This is an optimization exercise on Yosys and OpenROAD, whose aim is small area, not a production implementation. The RTL was checked by simulation tests, not by an equivalence proof against the original design. Power figures rest on the tool's default switching activity, not on a simulated workload.

--- design/flow/run.sh ---
#!/bin/bash
# synth_recipe.tcl (not shown) runs the flow's synth.tcl, then flattens the netlist and writes it again
# the make line also repeats each setting of config.mk as NAME=value (left out here)
make -C /OpenROAD-flow-scripts/flow DESIGN_CONFIG=/design/flow/config.mk WORK_HOME=/design/flow/orfs CLKGATE_MAP_FILE= SYNTH_SCRIPT=/design/flow/synth_recipe.tcl finish
--- design/flow/config.mk ---
export PLATFORM = sky130hd
export DESIGN_NAME = fsv
export DESIGN_NICKNAME = fsv
export VERILOG_FILES = /design/flow/design.v
export SDC_FILE = /design/flow/constraint.sdc
export NUM_CORES = 4
export LEC_CHECK = 0
export CAP_MARGIN = 20
export CORE_MARGIN = 2
export CORE_UTILIZATION = 40
export PLACE_DENSITY = 0.6
export SLEW_MARGIN = 20
--- design/flow/constraint.sdc ---
create_clock -name core_clock -period 8.0 [get_ports {clk}]
set_input_delay 1.6000 -clock core_clock [delete_from_list [all_inputs] [get_ports {clk}]]
set_output_delay 1.6000 -clock core_clock [all_outputs]
set_load 0.01 [all_outputs]
--- design/flow/design.v ---
module fsv (
    input  wire         clk,
    input  wire         rst,         
    input  wire         op_valid,
    input  wire [11:0]  op_word,
    output reg  [7:0]   acc,
    output wire [151:0] fb,
    output reg  [4:0]   len,
    output reg          ovf,
    output reg          valid,
    output reg  [7:0]   cmd,
    output reg  [7:0]   tid0,
    output reg  [7:0]   tid1,
    output reg  [15:0]  pm25,
    output reg  [15:0]  pm10,
    output reg  [7:0]   fwy,
    output reg  [7:0]   fwm,
    output reg  [7:0]   fwd,
    output reg  [7:0]   rid0,
    output reg  [7:0]   rid1,
    output reg          pmw,
    output reg          fww,
    output reg          idw,
    output reg  [2:0]   err,
    output reg          fatal
);
    localparam [7:0] HEADER    = 8'hAA;
    localparam [7:0] TAIL      = 8'hAB;
    localparam [7:0] TYPE_CMD  = 8'hB4;
    localparam [7:0] TYPE_ACK  = 8'hC5;
    localparam [7:0] TYPE_DATA = 8'hC0;
    localparam [2:0] E_OK        = 3'd0;
    localparam [2:0] E_INVPARAM  = 3'd1;
    localparam [2:0] E_INVCMD    = 3'd2;
    localparam [2:0] E_MALFORMED = 3'd3;
    localparam [2:0] E_ILLEGAL   = 3'd4;
    localparam [2:0] E_OVERFLOW  = 3'd5;
    localparam [2:0] E_RESCMD    = 3'd6;
    reg  [151:0] fb_q;
    wire [7:0]   fbuf [0:18];
    genvar gi;
    generate
        for (gi = 0; gi < 19; gi = gi + 1) begin : g_fb_bytes
            assign fbuf[gi] = fb_q[8*gi +: 8];
        end
    endgenerate
    assign fb = fb_q;
    wire [3:0] opc      = op_word[11:8];
    wire [7:0] imm      = op_word[7:0];
    wire       imm_zero = (imm == 8'h00);
    wire is_csclr  = (opc == 4'h1) && imm_zero;
    wire is_csadd  = (opc == 4'h2);
    wire is_fclr   = (opc == 4'h3) && imm_zero;
    wire is_push   = (opc == 4'h4);
    wire is_vcmd   = (opc == 4'h5) && imm_zero;
    wire is_vrpl   = (opc == 4'h6) && imm_zero;
    wire is_setcmd = (opc == 4'h7);
    wire is_setid0 = (opc == 4'h8);
    wire is_setid1 = (opc == 4'h9);
    wire is_bcmd   = (opc == 4'hA) && imm_zero;
    wire is_decpm  = (opc == 4'hB) && imm_zero;
    wire is_decfw  = (opc == 4'hC) && imm_zero;
    wire is_decid  = (opc == 4'hD) && imm_zero;
    reg [7:0] cmd_payload_sum;    
    reg [7:0] rpl_payload_sum;    
    integer i;
    always @(*) begin
        cmd_payload_sum = 8'h00;
        for (i = 2; i <= 16; i = i + 1)
            cmd_payload_sum = cmd_payload_sum + fbuf[i];
        rpl_payload_sum = 8'h00;
        for (i = 2; i <= 7; i = i + 1)
            rpl_payload_sum = rpl_payload_sum + fbuf[i];
    end
    wire command_ok = !ovf && (len == 5'd19) &&
                      (fbuf[0] == HEADER) && (fbuf[1] == TYPE_CMD) &&
                      (fbuf[18] == TAIL) && (cmd_payload_sum == fbuf[17]);
    wire reply_ok   = !ovf && (len == 5'd10) &&
                      (fbuf[0] == HEADER) && (fbuf[9] == TAIL) &&
                      ((fbuf[1] == TYPE_ACK) || (fbuf[1] == TYPE_DATA)) &&
                      (rpl_payload_sum == fbuf[8]);
    wire cmd_legal = (cmd == 8'h02) || (cmd == 8'h04) || (cmd == 8'h05) ||
                     (cmd == 8'h06) || (cmd == 8'h07) || (cmd == 8'h08);
    reg [7:0] frame [0:18];
    reg [7:0] body_sum;
    reg [7:0] check_sum;
    always @(*) begin
        frame[0] = HEADER;
        frame[1] = TYPE_CMD;
        frame[2] = cmd;
        for (i = 0; i < 12; i = i + 1)
            frame[3 + i] = (i < len) ? fbuf[i] : 8'h00;
        frame[15] = tid0;
        frame[16] = tid1;
        body_sum = 8'h00;
        for (i = 2; i <= 16; i = i + 1)
            body_sum = body_sum + frame[i];
        frame[17] = body_sum;
        frame[18] = TAIL;
        check_sum = 8'h00;
        for (i = 2; i <= 16; i = i + 1)
            check_sum = check_sum + frame[i];
    end
    wire self_check_ok = (frame[0] == HEADER) && (frame[1] == TYPE_CMD) &&
                         (frame[18] == TAIL) && (check_sum == frame[17]);
    always @(posedge clk) begin
        if (rst) begin
            acc   <= 8'h00;
            len   <= 5'd0;
            ovf   <= 1'b0;
            valid <= 1'b0;
            cmd   <= 8'h00;
            tid0  <= 8'hFF;
            tid1  <= 8'hFF;
            pm25  <= 16'h0000;
            pm10  <= 16'h0000;
            fwy   <= 8'h00;
            fwm   <= 8'h00;
            fwd   <= 8'h00;
            rid0  <= 8'h00;
            rid1  <= 8'h00;
            pmw   <= 1'b0;
            fww   <= 1'b0;
            idw   <= 1'b0;
            err   <= E_OK;
            fatal <= 1'b0;
        end else if (op_valid && !fatal) begin
            if (is_csclr) begin
                acc <= 8'h00;
                err <= E_OK;
            end else if (is_csadd) begin
                acc <= acc + imm;
                err <= E_OK;
            end else if (is_fclr) begin
                len <= 5'd0;
                ovf <= 1'b0;
                err <= E_OK;
            end else if (is_push) begin
                if (len == 5'd19) begin
                    ovf <= 1'b1;
                    err <= E_OVERFLOW;
                end else begin
                    len <= len + 5'd1;
                    err <= E_OK;
                end
            end else if (is_vcmd) begin
                valid <= command_ok;
                err   <= E_OK;
            end else if (is_vrpl) begin
                valid <= reply_ok;
                err   <= E_OK;
            end else if (is_setcmd) begin
                cmd <= imm;
                err <= E_OK;
            end else if (is_setid0) begin
                tid0 <= imm;
                err  <= E_OK;
            end else if (is_setid1) begin
                tid1 <= imm;
                err  <= E_OK;
            end else if (is_bcmd) begin
                if (!cmd_legal) begin
                    err <= E_RESCMD;
                end else if (len > 5'd12) begin
                    err <= E_INVPARAM;
                end else if (!self_check_ok) begin
                    fatal <= 1'b1;
                    err   <= E_INVCMD;
                end else begin
                    len <= 5'd19;
                    err <= E_OK;
                end
            end else if (is_decpm) begin
                if (reply_ok) begin
                    pm25 <= {fbuf[3], fbuf[2]};
                    pm10 <= {fbuf[5], fbuf[4]};
                    pmw  <= 1'b1;
                    err  <= E_OK;
                end else begin
                    err  <= E_MALFORMED;
                end
            end else if (is_decfw) begin
                if (reply_ok) begin
                    fwy  <= fbuf[3];
                    fwm  <= fbuf[4];
                    fwd  <= fbuf[5];
                    rid0 <= fbuf[6];
                    rid1 <= fbuf[7];
                    fww  <= 1'b1;
                    idw  <= 1'b1;
                    err  <= E_OK;
                end else begin
                    err  <= E_MALFORMED;
                end
            end else if (is_decid) begin
                if (reply_ok) begin
                    rid0 <= fbuf[6];
                    rid1 <= fbuf[7];
                    idw  <= 1'b1;
                    err  <= E_OK;
                end else begin
                    err  <= E_MALFORMED;
                end
            end else begin
                err <= E_ILLEGAL;
            end
        end
    end
    wire push_write  = op_valid && !fatal && !rst && is_push && (len != 5'd19);
    wire build_write = op_valid && !fatal && !rst && is_bcmd && cmd_legal &&
                       (len <= 5'd12) && self_check_ok;
    generate
        for (gi = 0; gi < 19; gi = gi + 1) begin : g_fb_cells
            always @(posedge clk) begin
                if (build_write)
                    fb_q[8*gi +: 8] <= frame[gi];
                else if (push_write && (len == gi))
                    fb_q[8*gi +: 8] <= imm;
            end
        end
    endgenerate
endmodule
==> impl_metrics.json <==
{
  "status": "no timing/DRC/antenna violations",
  "fin_setup_tns_ns": 0,
  "worstHoldPathCells": 2,
  "cap_violations": 0,
  "core_area_mm2": 0.0430,
  "nFillCells": 3941,
  "start_util_pct": 40.5,
  "die_x_um": 213,
  "syn_to_final_growth_pct": 26.5,
  "synth_cell_types": 69,
  "grt_setup_unrepaired": "false",
  "ys_ff_latch": 269,
  "grt-ovfl-total": 0,
  "drt.antenna.violating_nets": 0,
  "wl_per_cell_um": 26.2,
  "leakagePower_nw": 8.78,
  "r2r_start": "len[2]",
  "cts_sinks": 269,
  "grt_pass1_wl_um": 95600,
  "grt_max_degree": 88,
  "io_buffers": 283,
  "grt_pass1_vias": 14100,
  "dp.final_hpwl_um": 49000,
  "ys.flop_type": "dfxtp_1",
  "netlist_top_cells_area": "edfxtp_1 (22%), fa_1 (18%), dfxtp_1 (16%), a21o_1 (5.3%), inv_1 (3.6%)",
  "synth.largest_area_cell": "edfxtp_1",
  "tritoncts": "done",
  "drive_gt1_share_pct": 6.21,
  "detail_route.vias_per_cell": 5.59,
  "holdPathEnd": "idw",
  "finClkSkew_ns": 0.0170,
  "drv_slew": 0,
  "drc": 0,
  "synth_async_sr_flop_share_pct": 0,
  "r2r_end": "fb_q[143]",
  "postCtsSetupRepairBufs": 0,
  "synth_edf_count": 128,
  "postRouteWirelength_um": 66000,
  "yosysSeqAreaShare_pct": 38.3,
  "yosysWarnings": 2,
  "cts_max_level": 1,
  "hold_viol": 0,
  "power.total_w": 0.00347,
  "io_pins": 285,
  "cts.repair.resized": 0,
  "tightest_slew_ns": 1.11,
  "die_area_mm2": 0.0452,
  "max_freq_mhz": 142,
  "cts_hold_buf": 0,
  "period_needed_ns": 7.05,
  "post-route-period-util_pct": 88.1,
  "rrSetupSlack_ns": 0.95,
  "critPathLaunchType": "register",
  "synth_area_mm2": 0.0174,
  "power_density_mw_per_mm2": 157,
  "cts-root-buf": "clkbuf_16",
  "syn_nets": 1883,
  "r2r_cells": 20,
  "fin_nets": 2123,
  "num_antenna_cells": 0,
  "synth_most_common_cell": "inv_1",
  "clock_latency_ns": 0.59,
  "numCtsBuffers": 31,
  "hold_path.class": "reg2reg",
  "min_from": "idw",
  "crit_arrival_ns": 7.39,
  "syn_inst": 1668,
  "crit_fanout": 20,
  "slew_headroom_pct": 25.2,
  "vias": 14100,
  "rows": 76,
  "setup_viol": 0,
  "place.gp.congestion": 0.927,
  "cp.required_ns": 8.34,
  "drt_iter0_drc": 1189,
  "crit_type": "reg2reg",
  "path_clk_slew_ns": 0.06,
  "dr.pass1.iters": 5,
  "grtUsageTotal_pct": 29.2,
  "synth_top_area_share_pct": 22.1,
  "antenna_found_initial": 7,
  "syn-mean-instance-area_um2": 10.4,
  "clockBufferDepth": 3,
  "endpoint_kind": "register",
  "yosys-top-cells-count": "inv_1 (165), fa_1 (159), dfxtp_1 (141)",
  "ir_drop_uv": 161,
  "die_h_um": 213
}
layer usage:
layer	global-route usage, %	wire [µm]	up-vias	part of all wire (%)
li1	-	-	6216	-
met1	39.0	26900	7062	41
met2	46.4	31300	655	47
met3	6.10	5080	133	7.7
met4	11.8	2730	4	4.1
met5	0	24	-	0.036
worst max path at each step:
stage	from	end	cells after the start
finish	len[2]	fb_q[143]	20
detailed placement	len[2]	fb_q[143]	20
floorplan	len[4]	fb_q[143]	20
global placement	len[2]	fb_q[143]	20
global route	len[2]	fb_q[143]	20
CTS	len[2]	fb_q[143]	20
cells by family after synthesis:
logic type | Yosys count | share of synthesized area [%]
mux | 18 | 1.03
flops | 269 | 38.3
compound gates | 389 | 14.6
fa+ha+maj | 200 | 21.2
buf+inv | 276 | 6.31
other cells | 1 | 0.0215
xor+xnor | 80 | 4.26
simple gates | 435 | 14.2
where the power goes:
group          internal, W  leakage (nW)  total [W]  switching, W
Combinational     0.000146          5.91   0.000330      0.000184
Sequential         0.00145          2.29    0.00148     0.0000270
Clock              0.00103         0.575    0.00166      0.000624
Total              0.00263          8.78    0.00347      0.000836
cells in the final DEF, fill, tap and decap left out, drive strengths merged, types with 10 or more instances in the layout:
cell type      synthesis  routed
nand4                 55      55
clkinv                 1      13
nand3b                10      10
clkdlybuf4s50          0     282
and2                  48      48
o31ai                 52      52
xor2                  14      14
nand2                112     112
a21oi                119     119
nor4                  12      12
nor2                  53      53
buf                   24      35
nand3                 46      46
bufinv                 0      10
dfxtp                141     141
xnor2                 63      63
fa                   159     159
nor2b                 41      41
inv                  165     167
o21ai                 52      52
a211o                 10      10
ha                    41      41
edfxtp               128     128
or4                   11      11
o21bai                10      10
clkbuf                86      32
mux2i                 18      18
a21o                 124     124
layout make-up:
| class | count | area (µm²) | share of cell area (%) |
|---|---|---|---|
| clock buffer | 32 | 779 | 3.54 |
| inverter | 166 | 623 | 2.83 |
| sequential | 269 | 6670 | 30.3 |
| multi-input combinational | 1123 | 9740 | 44.2 |
| tap | 585 | 732 | 3.32 |
| timing repair buffer | 317 | 3090 | 14.0 |
| clock inverter | 26 | 405 | 1.84 |
registers in the layout (all words and copies together), names as in the netlist:
signal / cells
pm10: 16
tid1: 8
tid0: 8
ovf: 1
fwy: 8
fww: 1
rid0: 8
idw: 1
fb_q: 152
pm25: 16
fwd: 8
cmd: 8
err: 3
pmw: 1
acc: 8
rid1: 8
fwm: 8
len: 5
valid: 1
per-stage QoR:
stage	setup WS [ns]	hold WS, ns	utilization [%]	std cells	instance area, µm²
3_5_place_dp	1.03	0.449	48.5	2460	20800
4_1_cts	1.02	0.457	51.2	2518	22000
2_1_floorplan	1.27	0.470	-	1668	17400
3_3_place_gp	1.16	0.445	48.5	2460	20800
5_1_grt	0.775	0.489	51.3	2518	22000
6_report	0.954	0.462	51.3	2518	22000
critical path, stage by stage, from the launching register on:
cell     delay [ns]
dfxtp_1        0.54
or3_1          0.66
nor2_1         0.56
nor2b_1        0.14
fa_1           0.53
inv_1          0.05
fa_1           0.50
fa_1           0.52
fa_1           0.54
inv_1          0.06
fa_1           0.54
inv_1          0.06
fa_1           0.46
inv_1          0.08
ha_1           0.23
a21o_1         0.18
a21oi_1        0.22
o21ai_0        0.16
xor2_1         0.20
xnor3_1        0.40
a21o_1         0.18

## static timing again, ports no longer ideal
The flow's constraints put no driver on any port. The routed layout listed below was extracted and timed again, unchanged, in two steps. Step 1 (the two cells are an assumption about what drives the block):
set clk [get_ports {clk}]
set_driving_cell -lib_cell sky130_fd_sc_hd__clkbuf_16 $clk
set_driving_cell -lib_cell sky130_fd_sc_hd__buf_2 [delete_from_list [all_inputs] $clk]
Step 2 also shifts input and output timing later by t, the mid clock arrival at the registers, as if the neighbouring blocks saw the same clock. a / b / c = ideal / step 1 / step 2; a / b = the first two.
shift t [ns]: 0.643
setup WS [ns]: 0.954 / 0.954 / 0.954
worst slew at a driven data input, ns: 0.05
After both steps this run still meets setup and hold. The setup slack of this run moves by 0.000 ns with the drivers and by 0.000 ns with both steps.
